Background: an optimization exercise with open tools, aiming at small area, a short achievable clock period and few clock cycles per item. Do not read the settings as production practice. Only simulation tests tie the RTL to the original design; equivalence was not proved.

==> flow/design.v <==
module sdf_deframer (
    input  wire       clk,
    input  wire       rst,
    input  wire       in_valid,
    input  wire [7:0] in_data,
    output wire       in_ready,
    output wire       out_valid,
    output wire [1:0] out_kind,
    output wire [7:0] out_data,
    output wire       out_last,
    input  wire       out_ready
);
    localparam integer CAP = 260;
    localparam [1:0] KIND_FRAME   = 2'd0;
    localparam [1:0] KIND_LEN_ERR = 2'd1;
    localparam [1:0] KIND_CK_ERR  = 2'd2;
    localparam [2:0] S_SEEK0    = 3'd0;   
    localparam [2:0] S_SEEK1    = 3'd1;   
    localparam [2:0] S_HDR      = 3'd2;   
    localparam [2:0] S_BODY     = 3'd3;   
    localparam [2:0] S_EMIT     = 3'd4;   
    localparam [2:0] S_ERR      = 3'd5;   
    reg  [7:0] mem [0:CAP-1];
    reg  [8:0] head;         
    reg  [8:0] cnt;          
    reg  [2:0] state;
    reg  [8:0] k;            
    reg  [8:0] n;            
    reg [15:0] sum;          
    reg  [7:0] b0;           
    reg  [7:0] ck_hi;        
    reg  [1:0] err_kind;
    function [8:0] wrap_add;
        input [8:0] a;
        input [8:0] b;
        reg   [9:0] s;
        begin
            s = {1'b0, a} + {1'b0, b};
            if (s >= CAP)
                s = s - CAP;
            wrap_add = s[8:0];
        end
    endfunction
    wire [8:0] wr_idx = wrap_add(head, cnt);
    wire [8:0] rd_idx = wrap_add(head, k);
    wire [7:0] cur    = mem[rd_idx];
    wire       have   = (k < cnt);    
    wire push = in_valid && in_ready;
    wire pop  = out_valid && out_ready;
    assign in_ready  = (cnt < CAP);
    assign out_valid = (state == S_EMIT) || (state == S_ERR);
    assign out_kind  = (state == S_ERR) ? err_kind : KIND_FRAME;
    assign out_data  = (state == S_EMIT) ? cur : 8'd0;
    assign out_last  = (state == S_ERR) || (k == n - 9'd1);
    wire is_magic_byte = (cur == 8'h55) || (cur == 8'hAA);
    wire is_magic_pair = ((b0 == 8'h55) && (cur == 8'hAA)) ||
                         ((b0 == 8'hAA) && (cur == 8'h55));
    reg  [8:0] drop;
    reg  [2:0] state_nx;
    reg  [8:0] k_nx;
    reg  [8:0] n_nx;
    reg [15:0] sum_nx;
    reg  [7:0] b0_nx;
    reg  [7:0] ck_hi_nx;
    reg  [1:0] err_kind_nx;
    always @(*) begin
        drop        = 9'd0;
        state_nx    = state;
        k_nx        = k;
        n_nx        = n;
        sum_nx      = sum;
        b0_nx       = b0;
        ck_hi_nx    = ck_hi;
        err_kind_nx = err_kind;
        case (state)
            S_SEEK0: begin
                if (have) begin
                    if (!is_magic_byte) begin
                        drop = 9'd1;
                    end else begin
                        b0_nx    = cur;
                        k_nx     = 9'd1;
                        state_nx = S_SEEK1;
                    end
                end
            end
            S_SEEK1: begin
                if (have) begin
                    if (is_magic_pair) begin
                        sum_nx   = {8'd0, b0} + {8'd0, cur};
                        k_nx     = 9'd2;
                        state_nx = S_HDR;
                    end else begin
                        drop     = 9'd1;
                        k_nx     = 9'd0;
                        state_nx = S_SEEK0;
                    end
                end
            end
            S_HDR: begin
                if (have) begin
                    if (k == 9'd2) begin
                        sum_nx = sum + {8'd0, cur};
                        k_nx   = 9'd3;
                    end else if (cur < 8'd2) begin
                        err_kind_nx = KIND_LEN_ERR;
                        state_nx    = S_ERR;
                    end else begin
                        sum_nx   = sum + {8'd0, cur};
                        n_nx     = {1'b0, cur} + 9'd5;
                        k_nx     = 9'd4;
                        state_nx = S_BODY;
                    end
                end
            end
            S_BODY: begin
                if (have) begin
                    if (k < n - 9'd2) begin
                        sum_nx = sum + {8'd0, cur};
                        k_nx   = k + 9'd1;
                    end else if (k == n - 9'd2) begin
                        ck_hi_nx = cur;
                        k_nx     = k + 9'd1;
                    end else if ({ck_hi, cur} == sum) begin
                        k_nx     = 9'd0;
                        state_nx = S_EMIT;
                    end else begin
                        err_kind_nx = KIND_CK_ERR;
                        state_nx    = S_ERR;
                    end
                end
            end
            S_EMIT: begin
                if (pop) begin
                    if (k == n - 9'd1) begin
                        drop     = n;
                        k_nx     = 9'd0;
                        state_nx = S_SEEK0;
                    end else begin
                        k_nx = k + 9'd1;
                    end
                end
            end
            S_ERR: begin
                if (pop) begin
                    drop     = 9'd1;
                    k_nx     = 9'd0;
                    state_nx = S_SEEK0;
                end
            end
            default: begin
                k_nx     = 9'd0;
                state_nx = S_SEEK0;
            end
        endcase
    end
    always @(posedge clk) begin
        if (push)
            mem[wr_idx] <= in_data;
    end
    always @(posedge clk) begin
        if (rst) begin
            head     <= 9'd0;
            cnt      <= 9'd0;
            state    <= S_SEEK0;
            k        <= 9'd0;
            n        <= 9'd0;
            sum      <= 16'd0;
            b0       <= 8'd0;
            ck_hi    <= 8'd0;
            err_kind <= KIND_FRAME;
        end else begin
            head     <= wrap_add(head, drop);
            cnt      <= cnt + {8'd0, push} - drop;
            state    <= state_nx;
            k        <= k_nx;
            n        <= n_nx;
            sum      <= sum_nx;
            b0       <= b0_nx;
            ck_hi    <= ck_hi_nx;
            err_kind <= err_kind_nx;
        end
    end
endmodule
==> flow/run.sh <==
#!/bin/bash
# synth_recipe.tcl (not shown) runs the flow's synth.tcl, then flattens the netlist and writes it again
# the make line also repeats each setting of config.mk as NAME=value (left out here)
make -C /OpenROAD-flow-scripts/flow DESIGN_CONFIG=/design/flow/config.mk WORK_HOME=/design/flow/orfs CLKGATE_MAP_FILE= SYNTH_SCRIPT=/design/flow/synth_recipe.tcl finish
==> flow/config.mk <==
export PLATFORM = sky130hd
export DESIGN_NAME = sdf_deframer
export DESIGN_NICKNAME = sdf_deframer
export VERILOG_FILES = /design/flow/design.v
export SDC_FILE = /design/flow/constraint.sdc
export NUM_CORES = 4
export LEC_CHECK = 0
export CAP_MARGIN = 20
export CORE_MARGIN = 2
export CORE_UTILIZATION = 30
export PLACE_DENSITY = 0.5
export SLEW_MARGIN = 20
==> flow/constraint.sdc <==
create_clock -name core_clock -period 10.0 [get_ports {clk}]
set_input_delay 2.0000 -clock core_clock [delete_from_list [all_inputs] [get_ports {clk}]]
set_output_delay 2.0000 -clock core_clock [all_outputs]
set_load 0.01 [all_outputs]
==> summary.txt <==
worst paths after layout:
path	from	to	cells past startpoint
setup / recovery	head[1]	head[7]	38
hold / removal	b0[7]	b0[7]	2
hold reg to reg	b0[7]	b0[7]	2
setup reg to reg	head[1]	head[7]	38
state kept, by name (all words and copies together) (netlist names), 8 cells and up:
signal and flops:
head 9, b0 8, n 9, k 9, cnt 9, mem 2080
sum 16, ck_hi 8
synthesized netlist by cell type, types with 19 or more instances:
| cell type | count | share of area |
|---|---|---|
| edfxtp_1 | 2080 | 0.68 |
| nand2b_1 | 21 | 0.0014 |
| nand4_1 | 25 | 0.0017 |
| inv_1 | 71 | 0.0029 |
| nor3_1 | 66 | 0.0036 |
| nor4_1 | 22 | 0.0015 |
| o21ai_0 | 85 | 0.0046 |
| mux2i_1 | 144 | 0.016 |
| o211ai_1 | 31 | 0.0025 |
| a31oi_1 | 23 | 0.0016 |
| nand3_1 | 103 | 0.0056 |
| xnor2_1 | 62 | 0.0059 |
| mux4_2 | 557 | 0.14 |
| buf_4 | 37 | 0.0030 |
| nand2_1 | 300 | 0.012 |
| a311oi_1 | 20 | 0.0019 |
| o22ai_1 | 30 | 0.0020 |
| xor2_1 | 27 | 0.0026 |
| a21oi_1 | 199 | 0.011 |
| a211oi_1 | 69 | 0.0056 |
| nor2_1 | 440 | 0.018 |
| clkbuf_1 | 169 | 0.0069 |
| ha_1 | 79 | 0.011 |
| dfxtp_1 | 73 | 0.016 |
| and3_1 | 48 | 0.0033 |
| buf_2 | 102 | 0.0056 |
| a211o_1 | 19 | 0.0018 |
| mux2_2 | 19 | 0.0023 |
per-stage QoR:
| step | cell area, sq um | hold slack [ps] | TNS [ps] | cells |
|---|---|---|---|---|
| after floorplan | 92000 | 452 | 0 | 5288 |
| after global placement | 97500 | 476 | 0 | 9242 |
| after detailed placement | 97500 | 493 | 0 | 9242 |
| after CTS | 105000 | 507 | 0 | 9653 |
| after global routing | 105000 | 536 | -7.05 | 9667 |
| final | 105000 | 504 | 0 | 9670 |
what timing repair did:
item | 4_1_cts | 5_1_grt
resized for setup | 0 | 25
endpoints found under the setup margin | 0 | 8
setup buffers | 0 | 10
worst register-to-register path, delay by kind of cell, from the launching register on:
kind | cells | cell delay (ps)
mux | 1 | 260
flops | 1 | 440
compound gates | 18 | 4460
buf+inv | 4 | 660
fa+ha+maj | 4 | 1260
xor+xnor | 2 | 330
simple gates | 9 | 1970
layout by cell type (no fill, tap or decap), types with 60 or more instances in the layout:
master,n
clkbuf_16,234
a211oi_1,69
nand2_1,292
dfxtp_1,73
buf_4,148
nand3_1,103
edfxtp_1,2080
xnor2_1,60
inv_1,69
mux4_2,557
o21ai_0,84
a21oi_1,197
nor3_1,66
mux2i_1,135
ha_1,77
clkinv_1,61
nor2_1,438
cell families after synthesis:
| group | Yosys count | share of synthesized area |
|---|---|---|
| AO/OA/AOI/OAI | 707 | 0.0540 |
| multiplexers | 723 | 0.155 |
| XOR/XNOR | 90 | 0.00865 |
| adder cells (fa/ha/maj) | 93 | 0.0130 |
| AND/OR/NAND/NOR | 1117 | 0.0545 |
| flip-flops | 2153 | 0.695 |
| buffers and inverters | 405 | 0.0201 |
layout make-up:
cell class / count / share of cell area
timing repair buffer: 199 / 0.0183
antenna: 4 / 0.0000952
sequential: 2153 / 0.608
inverter: 73 / 0.00270
multi-input combinational: 2730 / 0.252
clock inverter: 140 / 0.0135
clock buffer: 271 / 0.0567
tap: 4100 / 0.0488
per-layer routing:
metal | GRT usage | up-vias | wire length (microns)
met5 | 0 | - | 0
met4 | 0.0730 | 0 | 14200
met3 | 0.0381 | 599 | 25500
met2 | 0.292 | 2536 | 136000
met1 | 0.261 | 27800 | 124000
li1 | - | 21700 | -
report_power, final:
part	switching [mW]	total (mW)	internal (mW)
Sequential	0.0838	10.2	10.1
Combinational	9.26	14.7	5.49
Clock	3.58	8.47	4.89
Total	12.9	33.4	20.4
==> flow_summary.json <==
{
  "htree_num_levels": 4,
  "synth-edff-count": 2080,
  "grt_pass1_wl_mm": 416,
  "post-route-period-util": 0.956,
  "fillers": 28800,
  "clkTransAtPathRegs_ps": 60,
  "start_util": 0.301,
  "clock-sinks": 2153,
  "avgSynthCellArea_sq_um": 17.4,
  "drt_iter0_drc": 6966,
  "tightest_slew_ps": 1190,
  "dieArea_sq_um": 311000,
  "antenna_found_initial": 20,
  "maxCapViolations": 0,
  "ant_nets": 0,
  "netlist_instances": 5288,
  "critPathSlowestCell": "a32oi_2",
  "fin_ws_ps": 440,
  "max_freq_ghz": 0.105,
  "drc": 0,
  "finalSetupViolations": 0,
  "cts_buffer_depth": 4,
  "cts_buffers": 232,
  "wl_per_cell_microns": 31.0,
  "cpPeakStageDelay_ps": 530,
  "finalCriticalPeriod_ps": 9560,
  "seqCellArea_sq_um": 63900,
  "status": "complete, no violations",
  "synth_area_sq_um": 92000,
  "design.final.nets": 5486,
  "seq_area_frac_synth": 0.695,
  "path_buf_inv": 4,
  "io_buffers": 24,
  "design.core.area_sq_um": 306000,
  "ys_ff_latch": 2153,
  "post-place-ws_ps": 222,
  "async_flop_share": 0,
  "die_h_microns": 558,
  "grt_max_degree": 166,
  "worst_ep_arrival_time_ps": 10240,
  "firstDrtPassIters": 6,
  "synth_ff_type": "edfxtp_1",
  "critPathRequiredTime_ps": 10680,
  "reg2reg_slack_ps": 440,
  "pin_count": 25,
  "worstSetupPathType": "reg2reg",
  "clock_latency_ps": 920,
  "globalplace.congestion": 0.963,
  "area_growth_pct": 14.4,
  "power_density_nw_per_um2": 317,
  "grt-ovfl-total": 0,
  "num_rows": 203,
  "grt_pass1_vias": 51100,
  "crit_family": "compound AO/OA/AOI/OAI gates",
  "power.total_mw": 33.4,
  "timing.slew.headroom": 0.208,
  "min_path_type": "reg2reg",
  "ctsHoldBuffers": 0,
  "worst_setup_path_end_kind": "register",
  "worst_path_most_repeated_cell": "a21oi_1",
  "skew_ps": 104,
  "final_hold_viol_count": 0,
  "viasPerCell": 5.44,
  "syn_nets": 5385,
  "drv_slew": 0,
  "wirelength_mm": 300,
  "p_leak_nw": 33.0,
  "vias": 52600,
  "synth-warning-count": 1,
  "hpwl_mm": 190,
  "startpoint_type": "register",
  "cts_root_buf": "clkbuf_16",
  "crit_fanout": 39,
  "ir_drop_mv": 0.326,
  "drive_gt1_frac": 0.209,
  "multi_input_area_sq_um": 26500,
  "yosysUniqueCellTypes": 111,
  "die_x_microns": 558,
  "cts_tree": "built",
  "grt_use_total": 0.189,
  "fin_util": 0.344
}
Testbench counts, summed over its fixed seeds: cycles 63,833, bytes 32,412.

## static timing again, ports no longer ideal
The results above use ideal ports. As a check the final layout listed here was re-extracted and re-timed, cells and wires unchanged.
Step 1 sets driving cells, clkbuf_16 on the clock port and buf_2 on the other inputs (assumed; they add their load-dependent delay and slew).
Step 2 moves the port delays by t, midway between the first and last clock arrival at a register: inputs arrive t later, outputs are due t later. That takes back most of the time a late clock gives input paths.
Three values: ideal ports, drivers, drivers and shift; two values: the first two.
shift t [ns]: 0.966
setup slack, ns: 0.440 / 0.348 / 0.440
hold WS [ns]: 0.504 / 0.504 / 0.504
cell pins on the clock port's net: 1
After both steps setup and hold are still met in this run. The setup slack of this run moves by -0.092 ns with the drivers and by 0.000 ns with both steps.
